Background: an optimization exercise with open tools, aiming at a short achievable clock period and few clock cycles. Do not read the settings as production practice.
In this exercise RTL edits were held to simulation tests only and were not proved equivalent to the original.
Power is estimated from default activity; no workload was simulated.

==> design.v <==
module bsc_codec (
    input  wire        clk,
    input  wire        rst,
    input  wire        cmd_valid,
    output wire        cmd_ready,
    input  wire [31:0] cmd_word,
    input  wire [63:0] cmd_opnd,
    output wire        rsp_valid,
    output wire [7:0]  rsp_status,
    output wire [63:0] rsp_data
);
    localparam [7:0] OP_NOP       = 8'h00;
    localparam [7:0] OP_WR_INIT   = 8'h10;
    localparam [7:0] OP_WR_PUSH   = 8'h11;
    localparam [7:0] OP_WR_FINISH = 8'h12;
    localparam [7:0] OP_ENC_BYTE  = 8'h13;
    localparam [7:0] OP_ENC_EOS   = 8'h14;
    localparam [7:0] OP_ENC_NOOP  = 8'h15;
    localparam [7:0] OP_DENC_BYTE = 8'h16;
    localparam [7:0] OP_DENC_END  = 8'h17;
    localparam [7:0] OP_OB_READ   = 8'h18;
    localparam [7:0] OP_RD_INIT   = 8'h20;
    localparam [7:0] OP_RD_PULL   = 8'h21;
    localparam [7:0] OP_DEC_START = 8'h22;
    localparam [7:0] OP_DEC_NEXT  = 8'h23;
    localparam [7:0] OP_DDEC_RUN  = 8'h24;
    localparam [7:0] OP_ACC_READ  = 8'h25;
    localparam [7:0] OP_IB_WRITE  = 8'h26;
    localparam [7:0] OP_REG_READ  = 8'h30;
    localparam [7:0] ST_OK        = 8'h00;
    localparam [7:0] ERR_ILLEGAL  = 8'h01;
    localparam [7:0] ERR_ADDR     = 8'h02;
    localparam [7:0] ERR_LENGTH   = 8'h03;
    localparam [7:0] ERR_FAULTED  = 8'h04;
    localparam [7:0] ERR_WIDTH    = 8'h10;
    localparam [7:0] ERR_VALUE    = 8'h11;
    localparam [7:0] ERR_OBUF_FULL= 8'h12;
    localparam [7:0] ERR_ENC_STATE= 8'h13;
    localparam [7:0] ERR_ZERO_BYTE= 8'h14;
    localparam [7:0] ERR_EXHAUSTED= 8'h20;
    localparam [7:0] ERR_UTF8     = 8'h21;
    localparam [7:0] ERR_NOOP_STR = 8'h22;
    localparam [7:0] ERR_ACC_FULL = 8'h23;
    localparam [7:0] ERR_DONE     = 8'h24;
    reg        ready_q;
    reg        rv_q;
    reg [7:0]  rs_q;
    reg [63:0] rd_q;
    reg        m_push;       
    reg        m_dec;        
    assign cmd_ready  = ready_q;
    assign rsp_valid  = rv_q;
    assign rsp_status = rs_q;
    assign rsp_data   = rd_q;
    reg [6:0]  olen;         
    reg [2:0]  pend;         
    reg [7:0]  wopen;
    reg        enc_instr;
    reg [7:0]  werr;
    reg [7:0]  obuf [0:63];
    reg [6:0]  ilen;         
    reg [6:0]  rpos;         
    reg [2:0]  ro;           
    reg [6:0]  rbq;          
    reg [31:0] dec_left;     
    reg [31:0] dec_target;
    reg [31:0] dec_count;
    reg [6:0]  acc_len;      
    reg [7:0]  rerr;
    reg [7:0]  ibuf [0:63];
    reg [7:0]  acc  [0:63];
    reg [7:0]  lane [0:64];  
    reg [17:0] hd;           
    reg        dec_diag;
    reg        u_bad;
    reg [1:0]  u_need;
    reg [2:0]  u_rng;
    wire accept = cmd_valid && ready_q;
    wire [7:0] c_opc = cmd_word[31:24];
    wire [7:0] c_imm = cmd_word[7:0];
    reg c_known, c_fmt_n;
    always @(*) begin
        c_known = 1'b1;
        c_fmt_n = 1'b1;
        case (c_opc)
            OP_NOP, OP_WR_INIT, OP_WR_FINISH, OP_ENC_EOS, OP_ENC_NOOP,
            OP_DENC_END, OP_OB_READ, OP_RD_INIT, OP_DEC_START, OP_DEC_NEXT,
            OP_DDEC_RUN, OP_ACC_READ: c_fmt_n = 1'b1;
            OP_WR_PUSH, OP_ENC_BYTE, OP_DENC_BYTE, OP_RD_PULL, OP_IB_WRITE,
            OP_REG_READ: c_fmt_n = 1'b0;
            default: c_known = 1'b0;
        endcase
    end
    wire c_illegal = !c_known || (cmd_word[23:8] != 16'd0) || (c_fmt_n && c_imm != 8'd0);
    wire x_wrinit   = accept && !c_illegal && c_opc == OP_WR_INIT;
    wire x_wrpush   = accept && !c_illegal && c_opc == OP_WR_PUSH;
    wire x_encbyte  = accept && !c_illegal && c_opc == OP_ENC_BYTE;
    wire x_enceos   = accept && !c_illegal && c_opc == OP_ENC_EOS;
    wire x_encnoop  = accept && !c_illegal && c_opc == OP_ENC_NOOP;
    wire x_dencbyte = accept && !c_illegal && c_opc == OP_DENC_BYTE;
    wire x_dencend  = accept && !c_illegal && c_opc == OP_DENC_END;
    wire x_wrfinish = accept && !c_illegal && c_opc == OP_WR_FINISH;
    wire x_obread   = accept && !c_illegal && c_opc == OP_OB_READ;
    wire x_rdinit   = accept && !c_illegal && c_opc == OP_RD_INIT;
    wire x_rdpull   = accept && !c_illegal && c_opc == OP_RD_PULL;
    wire x_decstart = accept && !c_illegal && c_opc == OP_DEC_START;
    wire x_decnext  = accept && !c_illegal && c_opc == OP_DEC_NEXT;
    wire x_ddec     = accept && !c_illegal && c_opc == OP_DDEC_RUN;
    wire x_accread  = accept && !c_illegal && c_opc == OP_ACC_READ;
    wire x_ibwrite  = accept && !c_illegal && c_opc == OP_IB_WRITE;
    wire x_regread  = accept && !c_illegal && c_opc == OP_REG_READ;
    wire x_encpush  = x_encbyte || x_enceos || x_encnoop || x_dencbyte || x_dencend;
    wire [6:0] c_a     = cmd_opnd[6:0];
    wire       c_a_hi  = (cmd_opnd[63:7] != 57'd0);
    wire       c_wbad  = (c_imm == 8'd0) || (c_imm > 8'd64);
    wire [6:0] c_w     = c_imm[6:0];
    wire [3:0] bltf = 4'd8 - {1'b0, pend};
    wire [7:0] flen = {1'b0, olen} + ((pend != 3'd0) ? 8'd1 : 8'd0);
    wire [6:0] room = 7'd64 - olen;                            
    wire [2:0] c_lo   = c_opc[2:0];
    wire       c_i2d  = (c_imm == 8'h2D);
    wire       e_short = (c_lo == 3'd4) || (c_i2d && (c_lo == 3'd3 || c_lo == 3'd6)) ||
                         (c_lo == 3'd6 && c_imm == 8'h3B);
    reg  [8:0] e_v;
    always @(*) begin
        case (c_lo)
            3'd4:    e_v = 9'h000;
            3'd5:    e_v = 9'h12D;
            3'd7:    e_v = 9'h100;
            default: e_v = c_i2d ? 9'h080 : (c_lo == 3'd6 && c_imm == 8'h3B) ? 9'h000 : {1'b1, c_imm};
        endcase
    end
    wire [3:0] e_lo2   = {1'b0, pend} + 4'd2;
    wire [3:0] e_lo9   = {1'b0, pend} + 4'd1;                  
    wire [3:0] e_nf2   = {3'd0, e_lo2[3]};
    wire [3:0] e_nf9   = 4'd1 + {3'd0, e_lo9[3]};
    wire       e_full2 = (room < {3'd0, e_nf2});
    wire       e_full9 = (room < {3'd0, e_nf9});
    wire       e_full  = e_short ? e_full2 : e_full9;
    wire [3:0] w_lo    = {1'b0, pend} + {1'b0, c_w[2:0]};
    wire [3:0] w_nf    = c_w[6:3] + {3'd0, w_lo[3]};
    wire       w_full  = (room < {3'd0, w_nf});
    reg        w_vbad;
    integer    vb;
    always @(*) begin
        w_vbad = 1'b0;
        for (vb = 0; vb < 64; vb = vb + 1)
            if (cmd_opnd[vb] && c_imm <= vb) w_vbad = 1'b1;
    end
    reg [7:0] e_st;
    always @(*) begin
        e_st = ST_OK;
        if (werr != 8'd0)                                  e_st = ERR_FAULTED;
        else if (c_lo == 3'd5 && enc_instr)                e_st = ERR_ENC_STATE;
        else if (c_lo == 3'd6 && c_imm == 8'd0)            e_st = ERR_ZERO_BYTE;
        else if (e_full)                                   e_st = ERR_OBUF_FULL;
    end
    reg [7:0] w_st;
    always @(*) begin
        w_st = ST_OK;
        if (werr != 8'd0)      w_st = ERR_FAULTED;
        else if (c_wbad)       w_st = ERR_WIDTH;
        else if (w_vbad)       w_st = ERR_VALUE;
        else if (w_full)       w_st = ERR_OBUF_FULL;
    end
    wire         pu_fire = (x_wrpush && w_st == ST_OK) || (x_encpush && e_st == ST_OK);
    wire         pu_raw  = (c_lo == 3'd1);
    wire [127:0] pu_vsh  = {cmd_opnd, 64'd0} >> c_w;       
    wire [63:0]  pu_vl   = pu_raw ? pu_vsh[63:0] : {e_v, 55'd0};
    wire [3:0]  pu_nf   = pu_raw ? w_nf : e_short ? e_nf2 : e_nf9;
    wire [2:0]  pu_pend = pu_raw ? w_lo[2:0] : e_short ? e_lo2[2:0] : e_lo9[2:0];
    wire [71:0] pu_tail = {wopen, 64'd0} | ({pu_vl, 8'd0} >> pend);
    function [7:0] tbyte(input [71:0] t, input [3:0] j);
        case (j)
            4'd0: tbyte = t[71:64];
            4'd1: tbyte = t[63:56];
            4'd2: tbyte = t[55:48];
            4'd3: tbyte = t[47:40];
            4'd4: tbyte = t[39:32];
            4'd5: tbyte = t[31:24];
            4'd6: tbyte = t[23:16];
            4'd7: tbyte = t[15:8];
            default: tbyte = t[7:0];
        endcase
    endfunction
    integer k;
    reg [6:0] ob_j;
    always @(posedge clk) begin
        for (k = 0; k < 64; k = k + 1) begin
            ob_j = k[6:0] - olen;
            if (ob_j < 7'd9)
                obuf[k] <= tbyte(pu_tail, ob_j[3:0]);
        end
    end
    wire [3:0]  bltr = 4'd8 - {1'b0, ro};
    wire [3:0]  roff = {1'b0, ro};
    wire [95:0] xw   = {lane[0], lane[1], lane[2], lane[3], lane[4], lane[5],
                        lane[6], lane[7], lane[8], lane[9], lane[10], lane[11]};
    wire [95:0] xa   = xw << roff;                             
    wire [9:0]  rm   = {rbq, ~ro};
    wire [3:0]  pl_lo  = {1'b0, ro} + {1'b0, c_w[2:0]};
    wire [3:0]  pl_k1  = c_w[6:3];
    reg  [9:0]  rb_gt;                   
    reg  [6:0]  rb_m  [0:9];             
    reg  [6:0]  rp_p  [0:9];             
    integer     q;
    always @(*) begin
        for (q = 0; q <= 9; q = q + 1) begin
            rb_gt[q] = (q > rbq);
            rb_m[q]  = rbq - q[6:0];
            rp_p[q]  = rpos + q[6:0];
        end
    end
    wire         pl_exh = pl_lo[3] ? rb_gt[pl_k1 + 4'd1] : rb_gt[pl_k1];
    wire [127:0] pl_sh  = {64'd0, xa[95:32]} << c_w;
    wire [63:0]  pl_res = pl_sh[127:64];
    reg  [7:0]  pl_st;
    always @(*) begin
        pl_st = ST_OK;
        if (rerr != 8'd0)   pl_st = ERR_FAULTED;
        else if (c_wbad)    pl_st = ERR_WIDTH;
        else if (pl_exh)    pl_st = ERR_EXHAUSTED;
    end
    function [5:0] utf_nx(input [5:0] s, input [7:0] b);
        reg bad; reg [1:0] need; reg [2:0] rng; reg inr;
        begin
            bad  = s[5];
            need = s[4:3];
            rng  = 3'd0;
            if (s[4:3] == 2'd0) begin
                if (b[7] == 1'b0) need = 2'd0;
                else if (b >= 8'hC2 && b <= 8'hDF) need = 2'd1;
                else if (b == 8'hE0) begin need = 2'd2; rng = 3'd1; end
                else if (b == 8'hED) begin need = 2'd2; rng = 3'd2; end
                else if (b[7:4] == 4'hE) need = 2'd2;
                else if (b == 8'hF0) begin need = 2'd3; rng = 3'd3; end
                else if (b >= 8'hF1 && b <= 8'hF3) need = 2'd3;
                else if (b == 8'hF4) begin need = 2'd3; rng = 3'd4; end
                else bad = 1'b1;
            end else begin
                case (s[2:0])
                    3'd1:    inr = (b[7:5] == 3'b101);
                    3'd2:    inr = (b[7:5] == 3'b100);
                    3'd3:    inr = (b[7:6] == 2'b10) && (b[5:4] != 2'b00);
                    3'd4:    inr = (b[7:4] == 4'b1000);
                    default: inr = (b[7:6] == 2'b10);
                endcase
                if (inr) need = s[4:3] - 2'd1;
                else bad = 1'b1;
            end
            utf_nx = {bad, need, rng};
        end
    endfunction
    wire [6:0] d_alen = m_dec ? acc_len : 7'd0;
    wire [5:0] d_u0   = m_dec ? {u_bad, u_need, u_rng} : 6'd0;
    function [39:0] dstep(input diag, input [9:0] rf, input [6:0] alen,
                          input [5:0] u0, input [17:0] x);
        reg fin; reg [7:0] st; reg [4:0] c; reg [1:0] nap; reg cnt; reg noop;
        reg [7:0] b1, b2; reg [5:0] u, u1, u2;
        reg s1_d, s1_e, s2_d, s2_e; reg [7:0] s1_b, s2_b; reg [4:0] s1_len, s2_len;
        begin
            s1_d   = x[17];
            s1_b   = x[16:9];
            s1_e   = x[16];
            s1_len = s1_d ? 5'd9 : 5'd2;
            s2_d   = s1_d ? x[8] : x[15];
            s2_b   = s1_d ? x[7:0] : x[14:7];
            s2_e   = s1_d ? x[7] : x[14];
            s2_len = s2_d ? 5'd9 : 5'd2;
            fin = 1'b0; st = ST_OK; c = 5'd0; nap = 2'd0; cnt = 1'b0; noop = 1'b0;
            b1 = s1_d ? s1_b : ((diag && !s1_e) ? 8'h3B : 8'h2D);
            b2 = s2_d ? s2_b : ((diag && !s2_e) ? 8'h3B : 8'h2D);
            u1 = utf_nx(u0, b1);
            u2 = utf_nx(u1, b2);
            u  = u0;
            if (rf[0]) begin
                fin = 1'b1; st = ERR_EXHAUSTED;
            end else if (s1_d ? rf[5] : rf[1]) begin
                fin = 1'b1; st = ERR_EXHAUSTED; c = 5'd1;
            end else if (!diag && s1_d && s1_b == 8'h2D) begin
                fin = 1'b1; c = 5'd9;
                if (alen != 7'd0) st = ERR_NOOP_STR;
                else begin noop = 1'b1; cnt = 1'b1; end
            end else if (diag ? (s1_d && s1_b == 8'h00) : (!s1_d && !s1_e)) begin
                fin = 1'b1; c = s1_len;
                if (u0[5] || u0[4:3] != 2'd0) st = ERR_UTF8;
                else cnt = !diag;
            end else if (alen == 7'd64) begin
                fin = 1'b1; st = ERR_ACC_FULL; c = s1_len;
            end else begin
                nap = 2'd1; u = u1; c = s1_len;
                if (s1_d ? rf[6] : rf[2]) begin
                    fin = 1'b1; st = ERR_EXHAUSTED;
                end else if (s1_d ? (s2_d ? rf[9] : rf[8]) : (s2_d ? rf[8] : rf[4])) begin
                    fin = 1'b1; st = ERR_EXHAUSTED; c = s1_len + 5'd1;
                end else if (!diag && s2_d && s2_b == 8'h2D) begin
                    fin = 1'b1; st = ERR_NOOP_STR; c = s1_len + 5'd9;
                end else if (diag ? (s2_d && s2_b == 8'h00) : (!s2_d && !s2_e)) begin
                    fin = 1'b1; c = s1_len + s2_len;
                    if (u1[5] || u1[4:3] != 2'd0) st = ERR_UTF8;
                    else cnt = !diag;
                end else if (alen == 7'd63) begin
                    fin = 1'b1; st = ERR_ACC_FULL; c = s1_len + s2_len;
                end else begin
                    nap = 2'd2; u = u2; c = s1_len + s2_len;
                end
            end
            dstep = {fin, st, c, nap, cnt, noop, b1, b2, u};
        end
    endfunction
    wire [9:0] rflag = {rm < 10'd18, rm < 10'd11, rm < 10'd10, rm == 10'd9, rm < 10'd9,
                        rm < 10'd4, rm < 10'd3, rm == 10'd2, rm < 10'd2, rm == 10'd0};
    wire [39:0] ds_p = dstep(1'b0, rflag, d_alen, d_u0, hd);
    wire [39:0] ds_d = dstep(1'b1, rflag, d_alen, d_u0, hd);
    wire        dx_fault = (rerr != 8'd0);
    wire        dx_done  = (dec_left == 32'd0);
    wire        d_run0p  = x_decnext && !dx_fault && !dx_done;
    wire        d_run0d  = x_ddec && !dx_fault;
    wire        d_run    = m_dec || d_run0p || d_run0d;
    wire        d_diag   = m_dec ? dec_diag : c_opc[2];
    wire [39:0] ds       = d_diag ? ds_d : ds_p;
    wire        d_fin  = ds[39];
    wire [7:0]  d_st   = ds[38:31];
    wire [4:0]  d_c    = ds[30:26];
    wire [1:0]  d_nap  = ds[25:24];
    wire        d_cnt  = ds[23];
    wire        d_noop = ds[22];
    wire [7:0]  d_b1   = ds[21:14];
    wire [7:0]  d_b2   = ds[13:6];
    wire [5:0]  d_u    = ds[5:0];
    wire [6:0]  d_alen1  = m_dec ? acc_len + 7'd1 : 7'd1;
    wire [6:0]  d_alen2  = m_dec ? acc_len + 7'd2 : 7'd2;
    wire [6:0]  d_alen_n = (d_nap == 2'd2) ? d_alen2 : (d_nap == 2'd1) ? d_alen1 : d_alen;
    wire       pull_do = x_rdpull && (pl_st == ST_OK);
    wire       pull_sel = (c_opc[2:0] == 3'd1) && !m_dec;
    wire       adv     = pull_do || d_run;
    function [14:0] dadv(input [4:0] c, input [2:0] o, input [9:0] r);
        reg [4:0] t; reg [9:0] nr;
        begin
            t = {2'd0, o} + c;
            case (c)
                5'd1:  nr = r - 10'd1;
                5'd2:  nr = r - 10'd2;
                5'd3:  nr = r - 10'd3;
                5'd4:  nr = r - 10'd4;
                5'd9:  nr = r - 10'd9;
                5'd10: nr = r - 10'd10;
                5'd11: nr = r - 10'd11;
                5'd18: nr = r - 10'd18;
                default: nr = r;
            endcase
            dadv = {t[4:3], t[2:0], 10'd0};
        end
    endfunction
    wire [14:0] da_p = dadv(ds_p[30:26], ro, rm);
    wire [14:0] da_d = dadv(ds_d[30:26], ro, rm);
    wire [14:0] da   = d_diag ? da_d : da_p;
    wire [1:0]  dk   = da[14:13];
    wire [2:0]  dko  = da[12:10];
    wire [1:0] adv_k2  = pull_sel ? {1'b0, pl_lo[3]} : dk;
    wire [3:0] adv_k1  = pull_sel ? pl_k1 : 4'd0;
    wire [6:0] rpos_n  = pull_sel ? (pl_lo[3] ? rp_p[pl_k1 + 4'd1] : rp_p[pl_k1]) : rp_p[dk];
    wire [6:0] rb_n    = pull_sel ? (pl_lo[3] ? rb_m[pl_k1 + 4'd1] : rb_m[pl_k1]) : rb_m[dk];
    wire [2:0] adv_o   = pull_sel ? pl_lo[2:0] : dko;
    wire       rdinit_do = x_rdinit && !c_a_hi && (c_a <= 7'd64);
    wire       ib_do     = x_ibwrite && !c_a_hi && !c_a[6];
    wire       sel_init  = (c_opc[2:0] == 3'd0) && !m_dec;
    wire       sel_ibw   = (c_opc[2:0] == 3'd6) && !m_dec;
    reg  [64:0] l_hit, l_live;
    reg  [7:0]  l_abs;
    integer j;
    always @(*) begin
        for (j = 0; j <= 64; j = j + 1) begin
            l_abs     = {1'b0, rpos} + j[7:0];
            l_hit[j]  = ({1'b0, c_a} == l_abs);
            l_live[j] = (l_abs < {1'b0, ilen});
        end
    end
    reg  [519:0] lv, lv_s1, lv_s2;
    reg  [7:0]   lane_d  [0:64];
    reg  [64:0]  lane_en;
    always @(*) begin
        for (j = 0; j <= 64; j = j + 1)
            lv[519 - 8*j -: 8] = lane[j];
        lv_s1 = lv << {adv_k1, 3'b000};
        lv_s2 = lv_s1 << {adv_k2, 3'b000};
        for (j = 0; j <= 64; j = j + 1) begin
            if (sel_init)
                lane_d[j] = (j < 64 && j < c_a) ? ibuf[j % 64] : 8'h00;
            else if (sel_ibw)
                lane_d[j] = c_imm;
            else if (j == 0)
                lane_d[j] = lv_s2[519:512] & (8'hFF >> adv_o);
            else
                lane_d[j] = lv_s2[519 - 8*j -: 8];
            lane_en[j] = rdinit_do || adv || (ib_do && j != 0 && l_hit[j] && l_live[j]);
        end
    end
    always @(posedge clk) begin
        if (ib_do) ibuf[c_a[5:0]] <= c_imm;
        for (j = 1; j <= 64; j = j + 1)
            if (lane_en[j]) lane[j] <= lane_d[j];
        if (rst)             lane[0] <= 8'h00;
        else if (lane_en[0]) lane[0] <= lane_d[0];
    end
    reg [17:0] hd_d;
    reg        hd_en;
    reg [95:0] hd_ib;
    reg [127:0] hd_pl;
    reg [7:0]  hd_l1, hd_l2, hd_l3;
    always @(*) begin
        hd_l1 = (l_hit[1] && l_live[1]) ? c_imm : lane[1];
        hd_l2 = (l_hit[2] && l_live[2]) ? c_imm : lane[2];
        hd_l3 = (l_hit[3] && l_live[3]) ? c_imm : lane[3];
        hd_ib = {lane[0], hd_l1, hd_l2, hd_l3, 64'd0} << roff;
        hd_pl = {32'd0, xa} << c_w;        
        if (sel_init)
            hd_d = {(c_a > 7'd0) ? ibuf[0] : 8'h00, (c_a > 7'd1) ? ibuf[1] : 8'h00,
                    (c_a > 7'd2) ? ibuf[2][7:6] : 2'b00};
        else if (sel_ibw)
            hd_d = hd_ib[95:78];
        else if (pull_sel)
            hd_d = hd_pl[95:78];
        else begin
            case (d_diag ? ds_d[30:26] : ds_p[30:26])
                5'd1:  hd_d = xa[94:77];
                5'd2:  hd_d = xa[93:76];
                5'd3:  hd_d = xa[92:75];
                5'd4:  hd_d = xa[91:74];
                5'd9:  hd_d = xa[86:69];
                5'd10: hd_d = xa[85:68];
                5'd11: hd_d = xa[84:67];
                5'd18: hd_d = xa[77:60];
                default: hd_d = xa[95:78];
            endcase
        end
        hd_en = rdinit_do || adv || ib_do;
    end
    always @(posedge clk) begin
        if (rst)        hd <= 18'd0;
        else if (hd_en) hd <= hd_d;
    end
    always @(posedge clk) begin
        if (d_run && d_nap != 2'd0) acc[d_alen[5:0]] <= d_b1;
        if (d_run && d_nap == 2'd2) acc[d_alen[5:0] + 6'd1] <= d_b2;
    end
    reg [7:0]  x_st;
    reg [63:0] x_data;
    always @(*) begin
        x_st   = ST_OK;
        x_data = 64'd0;
        if (c_illegal) x_st = ERR_ILLEGAL;
        else case (c_opc)
            OP_WR_PUSH: x_st = w_st;
            OP_ENC_BYTE, OP_ENC_EOS, OP_ENC_NOOP, OP_DENC_BYTE, OP_DENC_END:
                x_st = e_st;
            OP_WR_FINISH: begin
                if (werr != 8'd0) x_st = ERR_FAULTED;
                else x_data = {56'd0, flen};
            end
            OP_OB_READ: begin
                if (c_a_hi || {1'b0, c_a} >= flen) x_st = ERR_ADDR;
                else x_data = {56'd0, (c_a >= olen) ? wopen : obuf[c_a[5:0]]};
            end
            OP_RD_INIT: if (!rdinit_do) x_st = ERR_LENGTH;
            OP_RD_PULL: begin
                x_st = pl_st;
                if (pl_st == ST_OK) x_data = pl_res;
            end
            OP_DEC_START: begin
                if (rerr != 8'd0) x_st = ERR_FAULTED;
                else if (cmd_opnd[63:32] != 32'd0) x_st = ERR_LENGTH;
            end
            OP_DEC_NEXT: begin
                if (dx_fault) x_st = ERR_FAULTED;
                else if (dx_done) x_st = ERR_DONE;
                else begin
                    x_st = ds_p[38:31];
                    if (ds_p[38:31] == ST_OK)
                        x_data = ds_p[22] ? 64'h1_0000_0000 : {57'd0, d_alen_n};
                end
            end
            OP_DDEC_RUN: begin
                if (dx_fault) x_st = ERR_FAULTED;
                else begin
                    x_st = ds_d[38:31];
                    if (ds_d[38:31] == ST_OK) x_data = {57'd0, d_alen_n};
                end
            end
            OP_ACC_READ: begin
                if (c_a_hi || c_a >= acc_len) x_st = ERR_ADDR;
                else x_data = {56'd0, acc[c_a[5:0]]};
            end
            OP_IB_WRITE: if (!ib_do) x_st = ERR_ADDR;
            OP_REG_READ: begin
                case (c_imm)
                    8'd0:  x_data = {51'd0, enc_instr, bltf, werr};
                    8'd1:  x_data = {57'd0, olen};
                    8'd2:  x_data = {56'd0, wopen};
                    8'd3:  x_data = {56'd0, flen};
                    8'd4:  x_data = {52'd0, bltr, rerr};
                    8'd5:  x_data = {57'd0, ilen};
                    8'd6:  x_data = {57'd0, rpos};
                    8'd7:  x_data = {56'd0, lane[0]};
                    8'd8:  x_data = {32'd0, dec_target};
                    8'd9:  x_data = {32'd0, dec_count};
                    8'd10: x_data = {57'd0, acc_len};
                    8'd11: x_data = 64'd64;
                    8'd12: x_data = 64'd64;
                    8'd13: x_data = 64'd64;
                    default: x_st = ERR_ADDR;
                endcase
            end
            default: ;
        endcase
    end
    wire x_dec_go = d_run0p || d_run0d;    
    always @(posedge clk) begin
        if (rst) begin
            ready_q    <= 1'b1;
            rv_q       <= 1'b0;
            rs_q       <= 8'd0;
            rd_q       <= 64'd0;
            m_push     <= 1'b0;
            m_dec      <= 1'b0;
            olen       <= 7'd0;
            pend       <= 3'd0;
            wopen      <= 8'd0;
            enc_instr  <= 1'b0;
            werr       <= 8'd0;
            ilen       <= 7'd0;
            rpos       <= 7'd0;
            ro         <= 3'd0;
            rbq        <= 7'd0;
            dec_left   <= 32'd0;
            dec_target <= 32'd0;
            dec_count  <= 32'd0;
            acc_len    <= 7'd0;
            rerr       <= 8'd0;
            dec_diag   <= 1'b0;
            u_bad      <= 1'b0;
            u_need     <= 2'd0;
            u_rng      <= 3'd0;
        end else begin
            if (accept) begin
                rs_q <= x_st;
                rd_q <= x_data;
                if (x_dec_go && !d_fin) begin
                    rv_q    <= 1'b0;
                    ready_q <= 1'b0;
                    m_dec   <= 1'b1;
                end else begin
                    rv_q    <= 1'b1;
                end
            end else if (m_dec) begin
                if (d_fin) begin
                    rv_q    <= 1'b1;
                    ready_q <= 1'b1;
                    m_dec   <= 1'b0;
                    rs_q    <= d_st;
                    rd_q    <= (d_st != ST_OK) ? 64'd0 :
                               d_noop ? 64'h1_0000_0000 : {57'd0, d_alen_n};
                end else
                    rv_q    <= 1'b0;
            end else begin
                rv_q    <= 1'b0;
                ready_q <= 1'b1;
                m_push  <= 1'b0;
            end
            if (x_wrinit) begin
                olen      <= 7'd0;
                pend      <= 3'd0;
                wopen     <= 8'd0;
                enc_instr <= 1'b0;
                werr      <= 8'd0;
            end
            if (x_wrpush) begin
                if (w_st != ST_OK && w_st != ERR_FAULTED)
                    werr <= w_st;
            end
            if (x_encpush) begin
                if (e_st == ST_OK) begin
                    if (x_encbyte) enc_instr <= 1'b1;
                    if (x_enceos)  enc_instr <= 1'b0;
                end else if (e_st != ERR_FAULTED)
                    werr <= e_st;
            end
            if (pu_fire) begin
                olen  <= olen + {3'd0, pu_nf};
                wopen <= tbyte(pu_tail, pu_nf);
                pend  <= pu_pend;
            end
            if (rdinit_do) begin
                ilen       <= c_a;
                rpos       <= 7'd0;
                ro         <= 3'd0;
                rbq        <= c_a;
                dec_left   <= 32'd0;
                rerr       <= 8'd0;
                dec_target <= 32'd0;
                dec_count  <= 32'd0;
                acc_len    <= 7'd0;
            end
            if (adv) begin
                rpos <= rpos_n;
                ro   <= adv_o;
                rbq  <= rb_n;
            end
            if (x_rdpull && pl_st != ST_OK && pl_st != ERR_FAULTED)
                rerr <= pl_st;
            if (x_decstart && rerr == 8'd0 && cmd_opnd[63:32] == 32'd0) begin
                dec_target <= cmd_opnd[31:0];
                dec_left   <= cmd_opnd[31:0];
                dec_count  <= 32'd0;
                acc_len    <= 7'd0;
            end
            if (x_decnext && !dx_fault && dx_done)
                rerr <= ERR_DONE;
            if (x_dec_go)
                dec_diag <= x_ddec;
            if (d_run) begin
                acc_len <= d_alen_n;
                {u_bad, u_need, u_rng} <= d_u;
                if (d_cnt) begin
                    dec_count <= dec_count + 32'd1;
                    dec_left  <= dec_left - 32'd1;
                end
                if (d_fin && d_st != ST_OK) rerr <= d_st;
            end
        end
    end
endmodule
==> run.sh <==
#!/bin/bash
# synth_recipe.tcl (not shown) runs the flow's synth.tcl, then flattens the netlist and writes it again
# the make line also repeats each setting of config.mk as NAME=value (left out here)
make -C /OpenROAD-flow-scripts/flow DESIGN_CONFIG=/design/flow/config.mk WORK_HOME=/design/flow/orfs CLKGATE_MAP_FILE= SYNTH_SCRIPT=/design/flow/synth_recipe.tcl finish
==> config.mk <==
export PLATFORM = sky130hd
export DESIGN_NAME = bsc_codec
export DESIGN_NICKNAME = bsc_codec
export VERILOG_FILES = /design/flow/design.v
export SDC_FILE = /design/flow/constraint.sdc
export NUM_CORES = 4
export LEC_CHECK = 0
export ABC_CLOCK_PERIOD_IN_PS = 4000
export CAP_MARGIN = 40
export CORE_MARGIN = 2
export CORE_UTILIZATION = 30
export SETUP_SLACK_MARGIN = 5
export SLEW_MARGIN = 40
==> constraint.sdc <==
create_clock -name core_clock -period 10.0 [get_ports {clk}]
set_input_delay 2.0000 -clock core_clock [delete_from_list [all_inputs] [get_ports {clk}]]
set_output_delay 2.0000 -clock core_clock [all_outputs]
set_load 0.01 [all_outputs]
==> results of run 1 <==
==> stage by stage <==
| step | total power [W] | hold slack [ns] | setup WS (ns) | instance area (um^2) | util |
|---|---|---|---|---|---|
| 2_1_floorplan | 0.0130 | 0.421 | 4.25 | 187000 | - |
| 3_3_place_gp | 0.0146 | 0.439 | 1.48 | 198000 | 0.332 |
| 3_5_place_dp | 0.0146 | 0.444 | 1.84 | 200000 | 0.334 |
| 4_1_cts | 0.0256 | 0.454 | 4.47 | 225000 | 0.376 |
| 5_1_grt | 0.0267 | 0.465 | 4.33 | 239000 | 0.400 |
| 6_report | 0.0265 | 0.455 | 4.07 | 239000 | 0.400 |
==> area by class of cell <==
class / instances / area, um^2
fillers: 58600 / 359000
multi-input cells: 15600 / 124000
flip-flops and latches: 2315 / 66900
repair buffers: 2352 / 28400
well taps: 8008 / 10000
clock buffers: 329 / 7220
clock inverters: 168 / 1920
inverters: 229 / 1010
diodes: 58 / 145
repair inverters: 1 / 8.76
==> logic make-up after synthesis <==
logic type | synth area share
simple gates | 0.157
compound gates | 0.205
mux | 0.182
flops | 0.371
buf+inv | 0.0449
xor+xnor | 0.0183
fa+ha+maj | 0.0223
other cells | 0.0000208
==> synthesized netlist by cell type, drive strengths merged, types with 217 or more instances <==
master  count  area, um^2
a21oi    1781        8940
a22oi     827        6220
buf       584        2820
clkbuf   1179        4430
dfxtp     267        5350
edfxtp   2048       61500
ha        314        3930
inv       217         815
mux2i    2126       21300
mux4      411        9260
nand2    3092       11600
nand3     476        2380
nor2     1591        5970
nor3      405        2050
o21ai     915        4590
o22ai     417        2610
xnor2     314        2750
==> path summary, 6_finish.rpt <==
| kind | to | slack (ns) | cells after the start |
|---|---|---|---|
| worst max-delay path | obuf[41][5] | 4.07 | 16 |
| worst min-delay path | dec_target[20] | 0.45 | 2 |
| worst max register to register | lane[52][2] | 4.66 | 24 |
| worst min register to register | dec_target[20] | 0.45 | 2 |
==> power by group <==
part           total (W)  switching, W  internal (W)  leakage, nW
Clock             0.0107       0.00483       0.00586         4.43
Combinational    0.00529       0.00345       0.00184         57.8
Sequential        0.0105    0.00000964        0.0105         21.0
Total             0.0265       0.00829        0.0182         83.2
==> layout by cell type (no fill, tap or decap), drive strengths merged, types with 405 or more instances in the layout <==
master and count:
edfxtp 2048, nand3 476, clkbuf 436, mux4 411, mux2i 2126, nand2 3094
o22ai 417, nor2 1592, a22oi 827, nor3 405, o21ai 915, buf 2057
a21oi 1781
==> critical path: stages <==
cell	delay, ns
buf_16	0.15
buf_12	0.26
or2_4	0.40
o22ai_1	0.59
nor2_2	0.20
o21ai_1	0.59
nor2b_2	0.15
buf_4	0.17
a31o_2	0.25
o22ai_1	0.12
buf_4	0.19
a22o_1	0.26
nand2_4	0.26
buf_4	0.33
a22oi_2	0.46
buf_4	0.23
==> repair_timing <==
item	CTS	global route
gates cloned	94	117
pin swaps	322	472
setup endpoints to repair	3302	2674
gates resized for setup	1662	1514
buffers inserted	506	438
==> per-layer routing <==
layer	vias up	share of wire	GRT usage
li1	77900	-	-
met1	98700	0.36	0.460
met2	19600	0.39	0.509
met3	5149	0.16	0.150
met4	64	0.091	0.238
met5	-	0.0012	0.00924
==> state kept, by name (all words and copies together) (netlist names), 8 cells and up <==
name and flops:
obuf 512, dec_target 32, rerr 8, wopen 8, dec_count 32, ibuf 512, dec_left 32, werr 8
rd_q 64, hd 18, acc 512, lane 520
==> impl_metrics.toml, run 1 <==
[setup_path]
reg2reg_from = "ro[0]"
cp.arrival_ns = 6.83
cp-start-kind = "primary input"
crit_type = "in2reg"
crit_path_end_kind = "register"
required_ns = 10.89
crit_start = "cmd_word[1]"
cp_max_fo = 16

[power_and_ir_drop]
ir_worst_vdd_mv = 0.143
leakage_nw = 83.2
power_density_nw_per_um2 = 111

[floorplanning]
fp-row-count = 284
die_area_um2 = 607000
start_util = 0.301
die_w_um = 779
core_area_um2 = 598000
die_y_um = 779
ios = 173

[yosys]
synth_cell_type_count = 119
synth.avg_cell_area_um2 = 9.05
async_reset_ff_frac = 0
yosysWarningCount = 6
synth-edff-count = 2048
synth_cells = 19900
syn-cell-area_um2 = 180000
synth_seq_area_share = 0.371
synth-seq-cells = 2315
ys_dominant_reg_cell = "edfxtp_1"

[sta]
final.setup.tns_ns = 0
max_slew.worst_pin.slew_ns = 1.16
finalCritPeriodShare = 0.593
min_period_ns = 5.93
slew_headroom = 0.225
fmax_mhz = 169
setup_viol = 0
finClkSkew_ns = 0.0835
rsz0062_at_grt = "true"
hold_viol = 0
report.final.slew_viol_count = 0

[placement]
routabilityCongestion = 1.11
portBuffers = 169
dp_cells = 27400
hpwl_mm = 825

[hold_path]
holdCritPathClass = "reg2reg"
min-delay-start = "dec_target[20]"

[grt]
grt_max_degree = 126
grt_overflow_total = 0
antenna_found_initial = 70
grtUsageTotal = 0.365
grt_pass1_wl_mm = 1560
grt_pass1_vias = 181000

[drt]
vias = 201000
via_per_inst = 6.92
drc = 0
first_iter_violations = 36700
ant_nets = 0
drt_first_pass_iters = 14
routed_wl_mm = 1210
wl_per_cell_um = 41.6

[clock_tree]
clockRootBuffer = "clkbuf_16"
insertion_delay_ns = 1.06
clock_path_buffers = 4
cts_tree = "yes"
cts_buffers = 278
cts_sinks = 2315
cts.clk_slew.worst_paths_ns = 0.06
h-tree-depth = 5
cts-hold-fix-buffers = 0

[final_layout]
fin_nets = 21200
final_cell_count_no_fill = 29100
area_delta_synth_final_pct = 32.7
drive_gt1_frac = 0.284

[job]
maxCapViolations = 0

[run_status]
status = "complete, no violations"
Testbench counts, summed over its fixed seeds: cycles 10,524.
==> run 2: changes to the inputs <==
--- a/design.v
+++ b/design.v
@@ -46,7 +46,9 @@
     reg        rv_q;
     reg [7:0]  rs_q;
     reg [63:0] rd_q;
-    reg        m_push;       
+    reg        m_rd;         
+    reg [6:0]  h_a;
+    reg        h_reg;
     reg        m_dec;        
     assign cmd_ready  = ready_q;
     assign rsp_valid  = rv_q;
@@ -58,6 +60,12 @@
     reg        enc_instr;
     reg [7:0]  werr;
     reg [7:0]  obuf [0:63];
+    reg        p_val;
+    reg [63:0] p_v;
+    reg [6:0]  p_w;
+    reg [6:0]  p_olen;
+    reg [2:0]  p_pend;
+    reg [3:0]  p_nf;
     reg [6:0]  ilen;         
     reg [6:0]  rpos;         
     reg [2:0]  ro;           
@@ -165,11 +173,12 @@
     end
     wire         pu_fire = (x_wrpush && w_st == ST_OK) || (x_encpush && e_st == ST_OK);
     wire         pu_raw  = (c_lo == 3'd1);
-    wire [127:0] pu_vsh  = {cmd_opnd, 64'd0} >> c_w;       
-    wire [63:0]  pu_vl   = pu_raw ? pu_vsh[63:0] : {e_v, 55'd0};
+    wire [63:0]  pu_v    = pu_raw ? cmd_opnd : {55'd0, e_short ? {7'd0, e_v[8:7]} : e_v};
+    wire [6:0]   pu_w    = pu_raw ? c_w : e_short ? 7'd2 : 7'd9;
     wire [3:0]  pu_nf   = pu_raw ? w_nf : e_short ? e_nf2 : e_nf9;
     wire [2:0]  pu_pend = pu_raw ? w_lo[2:0] : e_short ? e_lo2[2:0] : e_lo9[2:0];
-    wire [71:0] pu_tail = {wopen, 64'd0} | ({pu_vl, 8'd0} >> pend);
+    wire [127:0] q_vsh  = {p_v, 64'd0} >> p_w;
+    wire [71:0]  q_tail = {wopen, 64'd0} | ({q_vsh[63:0], 8'd0} >> p_pend);
     function [7:0] tbyte(input [71:0] t, input [3:0] j);
         case (j)
             4'd0: tbyte = t[71:64];
@@ -187,9 +196,9 @@
     reg [6:0] ob_j;
     always @(posedge clk) begin
         for (k = 0; k < 64; k = k + 1) begin
-            ob_j = k[6:0] - olen;
-            if (ob_j < 7'd9)
-                obuf[k] <= tbyte(pu_tail, ob_j[3:0]);
+            ob_j = k[6:0] - p_olen;
+            if (p_val && ob_j < 7'd9)
+                obuf[k] <= tbyte(q_tail, ob_j[3:0]);
         end
     end
     wire [3:0]  bltr = 4'd8 - {1'b0, ro};
@@ -521,7 +530,8 @@
             rv_q       <= 1'b0;
             rs_q       <= 8'd0;
             rd_q       <= 64'd0;
-            m_push     <= 1'b0;
+            m_rd       <= 1'b0;
+            p_val      <= 1'b0;
             m_dec      <= 1'b0;
             olen       <= 7'd0;
             pend       <= 3'd0;
@@ -549,6 +559,12 @@
                     rv_q    <= 1'b0;
                     ready_q <= 1'b0;
                     m_dec   <= 1'b1;
+                end else if (p_val && (x_obread || (x_regread && c_imm == 8'd2))) begin
+                    rv_q    <= 1'b0;
+                    ready_q <= 1'b0;
+                    m_rd    <= 1'b1;
+                    h_a     <= c_a;
+                    h_reg   <= x_regread;
                 end else begin
                     rv_q    <= 1'b1;
                 end
@@ -562,10 +578,25 @@
                                d_noop ? 64'h1_0000_0000 : {57'd0, d_alen_n};
                 end else
                     rv_q    <= 1'b0;
+            end else if (m_rd) begin
+                rv_q    <= 1'b1;
+                ready_q <= 1'b1;
+                m_rd    <= 1'b0;
+                if (rs_q == ST_OK)
+                    rd_q <= {56'd0, (h_reg || h_a >= olen) ? wopen : obuf[h_a[5:0]]};
             end else begin
                 rv_q    <= 1'b0;
                 ready_q <= 1'b1;
-                m_push  <= 1'b0;
+            end
+            if (p_val)
+                wopen <= tbyte(q_tail, p_nf);
+            p_val <= pu_fire;
+            if (pu_fire) begin
+                p_v    <= pu_v;
+                p_w    <= pu_w;
+                p_olen <= olen;
+                p_pend <= pend;
+                p_nf   <= pu_nf;
             end
             if (x_wrinit) begin
                 olen      <= 7'd0;
@@ -587,7 +618,6 @@
             end
             if (pu_fire) begin
                 olen  <= olen + {3'd0, pu_nf};
-                wopen <= tbyte(pu_tail, pu_nf);
                 pend  <= pu_pend;
             end
             if (rdinit_do) begin
==> run 2 against run 1 <==
  * Final area decreased by 0.31%
  * Die area increased by 3.5%
  * Core utilization is 1.5 points lower
  * Wire length up 3.8%
  * Clock-buffer cell count rose by 44
  * Clock power increased by 7%
  * Worst hold slack better by 0.0017 ns
==> impl_metrics.toml, run 2 <==
[drt]
vias = 206000
drt_first_pass_iters = 12
wl_per_cell_um = 42.5
first_iter_violations = 36600
ant_nets = 0
routed_wl_mm = 1260
via_per_inst = 6.97
drc = 0

[sta]
finClkSkew_ns = 0.0852
slew_headroom = 0.258
setup_viol = 0
fmax_mhz = 191
final.setup.tns_ns = 0
max_slew.worst_pin.slew_ns = 1.11
finalCritPeriodShare = 0.525
report.final.slew_viol_count = 0
hold_viol = 0
rsz0062_at_grt = "true"
min_period_ns = 5.25
hold_ws_ns = 0.456

[clock_tree]
insertion_delay_ns = 1.06
clockRootBuffer = "clkbuf_16"
cts_buffers = 299
clock_path_buffers = 4
cts_sinks = 2410
h-tree-depth = 5
cts.clk_slew.worst_paths_ns = 0.06
cts_tree = "yes"

[setup_path]
crit_path_end_kind = "register"
cp_max_fo = 10
cp.arrival_ns = 6.04
required_ns = 10.80
cp-start-kind = "register"
crit_type = "reg2reg"

[yosys]
synth-seq-cells = 2410
synth_cells = 20400
netlist_top_cells_count = "2743 x nand2_1, 2320 x mux2i_1, 2141 x edfxtp_1"
synth_area_leaders = "edfxtp_1 34%, mux2i_1 12%, nand2_1 5.5%, mux4_2 4.9%, a21oi_1 4.6%"
synth_most_common_cell = "nand2_1"
synth_top_cell_by_area = "edfxtp_1"
synth_seq_area_share = 0.373
ys_dominant_reg_cell = "edfxtp_1"
yosys.area.top_type_share = 0.344
syn-cell-area_um2 = 187000
synth.avg_cell_area_um2 = 9.17
synth-edff-count = 2141
yosysWarningCount = 6
synth_cell_type_count = 115
async_reset_ff_frac = 0

[grt]
antenna_found_initial = 115
grt_pass1_vias = 184000
grt_overflow_total = 0
grtUsageTotal = 0.370
grt_pass1_wl_mm = 1630
grt_max_degree = 119

[run_status]
status = "complete, no violations"

[power_and_ir_drop]
leakage_nw = 80.6
power_density_nw_per_um2 = 110
ir_worst_vdd_mv = 0.139

[floorplanning]
ios = 173
fp-row-count = 289
start_util = 0.301
core_area_um2 = 620000
die_y_um = 793
die_w_um = 793
die_area_um2 = 629000

[final_layout]
multiInputGateArea_um2 = 124000
fin_nets = 21300
final_common_cell = "nand2_1"
num-fill-cells = 61000
regArea_um2 = 69700
mostFrequentLayoutCells = "2191 x nand2_1, 2141 x edfxtp_1, 1916 x mux2i_1, 1469 x nor2_1, 1395 x a21oi_1"
largest_reg_flops = 520
drive_gt1_frac = 0.262
area_delta_synth_final_pct = 27.8
regMostFlops = "lane"

[job]
maxCapViolations = 0

[placement]
routabilityCongestion = 1.09
portBuffers = 169
hpwl_mm = 858

[hold_path]
holdCritPathClass = "reg2reg"
run 2: cell types whose count changed in the layout (fill, tap and decap cells not counted), moves of 98 or more:
cell and change:
a211oi_1 +98, a21oi_1 -187, a21oi_2 +126, a22oi_1 +252, a22oi_2 -280, buf_6 -170
mux2i_1 +100, nand2_1 -705, nand2_2 +175, nand2_4 +174, o221ai_1 +105, o22ai_1 +118
run 2: final timing paths:
| check | start | end | slack [ns] | depth (start not counted) |
|---|---|---|---|---|
| max | p_w[0] | obuf[31][3] | 4.75 | 16 |
| min reg2reg | rerr[3] | rerr[3] | 0.46 | 2 |
| min | rerr[3] | rerr[3] | 0.46 | 2 |
| max reg2reg | p_w[0] | obuf[31][3] | 4.75 | 16 |
run 2: cell type report:
cell class / instances / share of cell area
well taps: 8293 / 0.0435
diodes: 127 / 0.00133
clock inverters: 166 / 0.00791
flip-flops and latches: 2410 / 0.292
repair buffers: 1976 / 0.0964
inverters: 255 / 0.00445
multi-input cells: 16000 / 0.521
clock buffers: 373 / 0.0331
repair inverters: 3 / 0.000205
run 2: per-layer routing:
metal,GRT usage,part of all wire
met3,0.157,0.16
met5,0.00582,0.0018
met4,0.252,0.092
met1,0.464,0.36
met2,0.511,0.39
run 2: critical path, stage by stage, from the launching register on:
cell	delay (ns)
edfxtp_1	0.43
buf_4	0.18
clkbuf_16	0.16
clkbuf_16	0.18
mux2_4	0.34
mux4_2	0.55
a32oi_2	0.25
a31oi_1	0.10
nand4b_1	0.25
buf_12	0.19
mux4_2	0.54
a222oi_1	0.39
bufbuf_16	0.35
inv_4	0.10
a222oi_1	0.53
a32oi_2	0.25
buf_6	0.23
run 2: kinds of logic (layout without fill, tap and decap cells):
kind of cell | count (synthesis) | count (layout) | share of synthesized area
muxes | 2945 | 2945 | 0.187
other | 1 | 130 | 0.0000201
adders and majority gates | 331 | 331 | 0.0223
AOI/OAI and AO/OA | 5860 | 5862 | 0.206
buffers and inverters | 1995 | 2773 | 0.0415
DFF | 2410 | 2410 | 0.373
xor gates and xnor gates | 396 | 396 | 0.0188
and+or+nand+nor | 6422 | 6426 | 0.152
run 2: report_power, final:
| part | switching (W) | internal (W) |
|---|---|---|
| Clock | 0.00506 | 0.00643 |
| Combinational | 0.00250 | 0.00135 |
| Sequential | 0.00000599 | 0.0109 |
run 2: repair_timing:
action / CTS / global route
gates resized for setup: 864 / 1763
gates cloned: 83 / 100
hold buffers: 0 / 0
endpoints found under the setup margin: 3132 / 2056
pin swaps: 98 / 544
buffers inserted: 295 / 331
run 2: metrics by stage:
stage	setup WS [ns]	cells	util	power (W)	cell area, um^2
3_3_place_gp	1.80	28000	0.330	0.0140	205000
3_5_place_dp	1.88	28100	0.334	0.0141	207000
2_1_floorplan	3.44	20400	-	0.0129	192000
4_1_cts	4.86	29000	0.364	0.0255	226000
5_1_grt	4.79	29500	0.384	0.0266	238000
6_report	4.75	29600	0.385	0.0263	239000
Testbench counts of run 2, summed over its fixed seeds: cycles 10,531.
==> run 3: changes to the inputs <==
--- a/design.v
+++ b/design.v
@@ -62,9 +62,9 @@
     reg [7:0]  obuf [0:63];
     reg        p_val;
     reg [63:0] p_v;
-    reg [6:0]  p_w;
     reg [6:0]  p_olen;
     reg [2:0]  p_pend;
+    reg [6:0]  p_sh;         
     reg [3:0]  p_nf;
     reg [6:0]  ilen;         
     reg [6:0]  rpos;         
@@ -177,8 +177,8 @@
     wire [6:0]   pu_w    = pu_raw ? c_w : e_short ? 7'd2 : 7'd9;
     wire [3:0]  pu_nf   = pu_raw ? w_nf : e_short ? e_nf2 : e_nf9;
     wire [2:0]  pu_pend = pu_raw ? w_lo[2:0] : e_short ? e_lo2[2:0] : e_lo9[2:0];
-    wire [127:0] q_vsh  = {p_v, 64'd0} >> p_w;
-    wire [71:0]  q_tail = {wopen, 64'd0} | ({q_vsh[63:0], 8'd0} >> p_pend);
+    wire [135:0] q_vsh  = {p_v, 72'd0} >> p_sh;
+    wire [71:0]  q_tail = {wopen, 64'd0} | q_vsh[71:0];
     function [7:0] tbyte(input [71:0] t, input [3:0] j);
         case (j)
             4'd0: tbyte = t[71:64];
@@ -344,19 +344,18 @@
     wire       pull_sel = (c_opc[2:0] == 3'd1) && !m_dec;
     wire       adv     = pull_do || d_run;
     function [14:0] dadv(input [4:0] c, input [2:0] o, input [9:0] r);
-        reg [4:0] t; reg [9:0] nr;
+        reg [4:0] t;
         begin
-            t = {2'd0, o} + c;
             case (c)
-                5'd1:  nr = r - 10'd1;
-                5'd2:  nr = r - 10'd2;
-                5'd3:  nr = r - 10'd3;
-                5'd4:  nr = r - 10'd4;
-                5'd9:  nr = r - 10'd9;
-                5'd10: nr = r - 10'd10;
-                5'd11: nr = r - 10'd11;
-                5'd18: nr = r - 10'd18;
-                default: nr = r;
+                5'd1:  t = {2'd0, o} + 5'd1;
+                5'd2:  t = {2'd0, o} + 5'd2;
+                5'd3:  t = {2'd0, o} + 5'd3;
+                5'd4:  t = {2'd0, o} + 5'd4;
+                5'd9:  t = {2'd0, o} + 5'd9;
+                5'd10: t = {2'd0, o} + 5'd10;
+                5'd11: t = {2'd0, o} + 5'd11;
+                5'd18: t = {2'd0, o} + 5'd18;
+                default: t = {2'd0, o};
             endcase
             dadv = {t[4:3], t[2:0], 10'd0};
         end
@@ -593,9 +592,9 @@
             p_val <= pu_fire;
             if (pu_fire) begin
                 p_v    <= pu_v;
-                p_w    <= pu_w;
                 p_olen <= olen;
                 p_pend <= pend;
+                p_sh   <= pu_w + {4'd0, pend};
                 p_nf   <= pu_nf;
             end
             if (x_wrinit) begin
==> run 3 against run 2 <==
  * Core utilization decreased by 1.0 points
  * Combinational power up 9.1%
  * Maximum frequency is 0.98% lower
  * Die area down 4.5%
  * Clock-buffer cell count shrank 3
  * Sequential share of layout area rose by 2.1 points
  * Setup slack got worse by 0.052 ns
  * Final cell count is 5.9% lower
==> impl_metrics.toml, run 3 <==
[setup_path]
r2r_cells = 14
cp_slowest_cell = "nor2_1"
crit_path_end_kind = "register"
cp_max_fo = 16
cp-start-kind = "primary input"
cp.arrival_ns = 6.28
crit_type = "in2reg"
rr_endpoint = "rd_q[6]"
rrSetupSlack_ns = 4.74
max_stage_delay_ns = 0.61
required_ns = 10.98
reg2reg_from = "h_a[2]"
worstPathCellList = "clkbuf_16 > nor2_1 > nand2_2 > nor2_2 > buf_6 > o2111a_2 > buf_8 > o2111a_2 > buf_4 > nor2_4 > a21oi_4 > buf_6 > o31a_4 > buf_8 > o31ai_4 > nor4_2 > a32o_1"

[yosys]
synth_fa_ha_area_frac = 0.0239
synth.avg_cell_area_um2 = 9.23
synth-edff-count = 2138
synth-xor-area-share = 0.0200
netlist_top_cells_count = "3017 x nand2_1, 2138 x edfxtp_1, 2059 x mux2i_1"
syn-cell-area_um2 = 178000
synth_top_family_by_area = "compound AO/OA/AOI/OAI gates"
synth_seq_area_share = 0.390
muxShareOfSynthArea = 0.180
synth-simple-area-share = 0.150
yosysWarningCount = 6
synth_top_cell_by_area = "edfxtp_1"
yosys.area.top_type_share = 0.360
ys_dominant_reg_cell = "edfxtp_1"
synth_cell_type_count = 108
synth-seq-cells = 2407
synth_most_common_cell = "nand2_1"
synth_cells = 19300
async_reset_ff_frac = 0
synth-compound-area-share = 0.196
synth_area_leaders = "edfxtp_1 36%, mux2i_1 12%, nand2_1 6.4%, mux4_2 5.2%, a21oi_1 4.8%"

[power_and_ir_drop]
finalPower_w = 0.0267
leakage_nw = 76.4
ir_worst_vdd_mv = 0.174
power_density_nw_per_um2 = 120

[sta]
fmax_mhz = 189
min_period_ns = 5.30
slew_headroom = 0.267
rsz0062_at_grt = "true"
final.setup.tns_ns = 0
max_slew.worst_pin.slew_ns = 1.10
report.final.slew_viol_count = 0
setup_viol = 0
hold_viol = 0
finalCritPeriodShare = 0.530
finClkSkew_ns = 0.134

[clock_tree]
cts_buffers = 302
clockRootBuffer = "clkbuf_16"
clock_path_buffers = 4
h-tree-depth = 5
cts.clk_slew.worst_paths_ns = 0.06
cts_sinks = 2407
cts_tree = "yes"
insertion_delay_ns = 1.12

[drt]
wl_per_cell_um = 45.4
drt_first_pass_iters = 10
vias = 193000
drc = 0
ant_nets = 0
via_per_inst = 6.93
routed_wl_mm = 1260
first_iter_violations = 37900

[placement]
portBuffers = 169
place_area_um2 = 196000
hpwl_mm = 887
routabilityCongestion = 1.10

[job]
maxCapViolations = 0

[floorplanning]
core_area_um2 = 593000
die_y_um = 775
start_util = 0.301
die_w_um = 775
fp-row-count = 283
die_area_um2 = 600000
ios = 173

[hold_path]
holdCritPathClass = "reg2reg"
min-delay-start = "dec_target[23]"
holdPathEnd = "dec_target[23]"
hold_path_depth = 2

[final_layout]
regArea_um2 = 69700
final_common_cell = "nand2_1"
num-fill-cells = 58800
fin_area_um2 = 222000
multiInputGateArea_um2 = 113000
regMostFlops = "lane"
drive_gt1_frac = 0.220
area_delta_synth_final_pct = 24.6
mostFrequentLayoutCells = "2836 x nand2_1, 2138 x edfxtp_1, 1594 x mux2i_1, 1571 x a21oi_1, 1275 x nor2_1"
fin_nets = 20100
largest_reg_flops = 520

[grt]
antenna_found_initial = 115
grt_overflow_total = 0
grt_max_degree = 122
grt_pass1_vias = 170000
grtUsageTotal = 0.393
grt_pass1_wl_mm = 1620

[run_status]
status = "complete, no violations"
## run 3: report_power, final
group / switching [W] / total, W / internal [W]
clock network: 0.00510 / 0.0115 / 0.00644
logic: 0.00286 / 0.00420 / 0.00134
registers: 0.00000542 / 0.0109 / 0.0109
total: 0.00797 / 0.0267 / 0.0187
## run 3: repair_timing
action	4_1_cts	5_1_grt
pin swaps	88	158
resized for setup	1096	778
setup buffers	211	199
cloned	74	52
hold buffers	0	0
setup endpoints to repair	3305	2201
## run 3: worst max path at each step
stage                  from          end  slack [ns]  cells past startpoint
6_report        cmd_word[2]      rpos[1]        4.70                     17
4_1_cts         cmd_word[0]       hd[17]        4.89                     15
3_3_place_gp   cmd_word[24]  lane[17][2]        1.88                     15
2_1_floorplan   cmd_word[3]      p_nf[0]        4.15                     18
5_1_grt               hd[8]   lane[0][6]        4.83                     18
3_5_place_dp   cmd_word[24]  lane[17][2]        2.05                     15
## run 3: area by class of cell
cell class                 count  share of cell area
multi-input combinational  15100               0.507
clock buffer                 370              0.0363
sequential                  2407               0.314
inverter                     238             0.00452
antenna                       75            0.000845
clock inverter               175             0.00831
timing repair inverter         4            0.000180
tap                         7837              0.0441
timing repair buffer        1639              0.0852
## run 3: per-stage QoR
| stage | std cells | setup WS [ns] | utilization | hold WS, ns |
|---|---|---|---|---|
| 2_1_floorplan | 19300 | 4.15 | - | 0.406 |
| 3_3_place_gp | 26600 | 1.88 | 0.329 | 0.439 |
| 3_5_place_dp | 26700 | 2.05 | 0.331 | 0.445 |
| 4_1_cts | 27500 | 4.89 | 0.363 | 0.452 |
| 5_1_grt | 27800 | 4.83 | 0.374 | 0.466 |
| 6_report | 27800 | 4.70 | 0.375 | 0.455 |
## run 3: worst max-delay path: cells and delay by family
| kind | cells | cell delay, ns |
|---|---|---|
| buffers and inverters | 6 | 1.17 |
| AO/OA/AOI/OAI | 6 | 1.49 |
| AND/OR/NAND/NOR | 5 | 1.42 |
## run 3: routing by layer
layer / vias to the layer above / global-route usage / wire length [um]
li1: 74400 / - / -
met1: 95200 / 0.520 / 477000
met2: 19300 / 0.507 / 468000
met3: 3883 / 0.195 / 220000
met4: 92 / 0.229 / 95300
met5: - / 0.0103 / 2150
## run 3: cells by family (layout without fill, tap and decap cells)
kind of cell,count (synthesis),in the layout
and+or+nand+nor,6146,6156
AOI/OAI and AO/OA,5514,5515
muxes,2663,2663
DFF,2407,2407
buffers and inverters,1840,2426
xor gates and xnor gates,403,403
adders and majority gates,338,338
other,1,78
Testbench counts of run 3, summed over its fixed seeds: cycles 10,531.

[re-timing with driven ports]
In the flow no input, the clock included, has a driving cell. The finished layouts below were timed again as built, in two steps. Step 1 sets driving cells, clkbuf_16 on the clock port and buf_2 on the other inputs (assumed; they add their load-dependent delay and slew). Step 2 moves the port delays by t, midway between the first and last clock arrival at a register: inputs arrive t later, outputs are due t later. That takes back most of the time a late clock gives input paths. Three values: no drivers, after step 1, after step 2; two values: the first two.
run | t (ns) | setup slack, ns | hold WS [ns] | slew at the worst register clock pin (ns) | pins driven straight from the clock port
run 1 | 1.144 | 4.067 / 3.630 / 2.486 | 0.455 / 0.455 / 0.455 | 0.08 / 0.08 | 1
run 2 | 1.174 | 4.754 / 4.257 / 3.083 | 0.456 / 0.456 / 0.456 | 0.09 / 0.09 | 1
run 3 | 1.176 | 4.702 / 4.368 / 3.192 | 0.455 / 0.455 / 0.455 | 0.07 / 0.07 | 1
After both steps setup and hold are still met in every run listed. For run 2, which loses most, drivers alone change the setup slack by -0.497 ns; drivers and shift together by -1.671 ns.
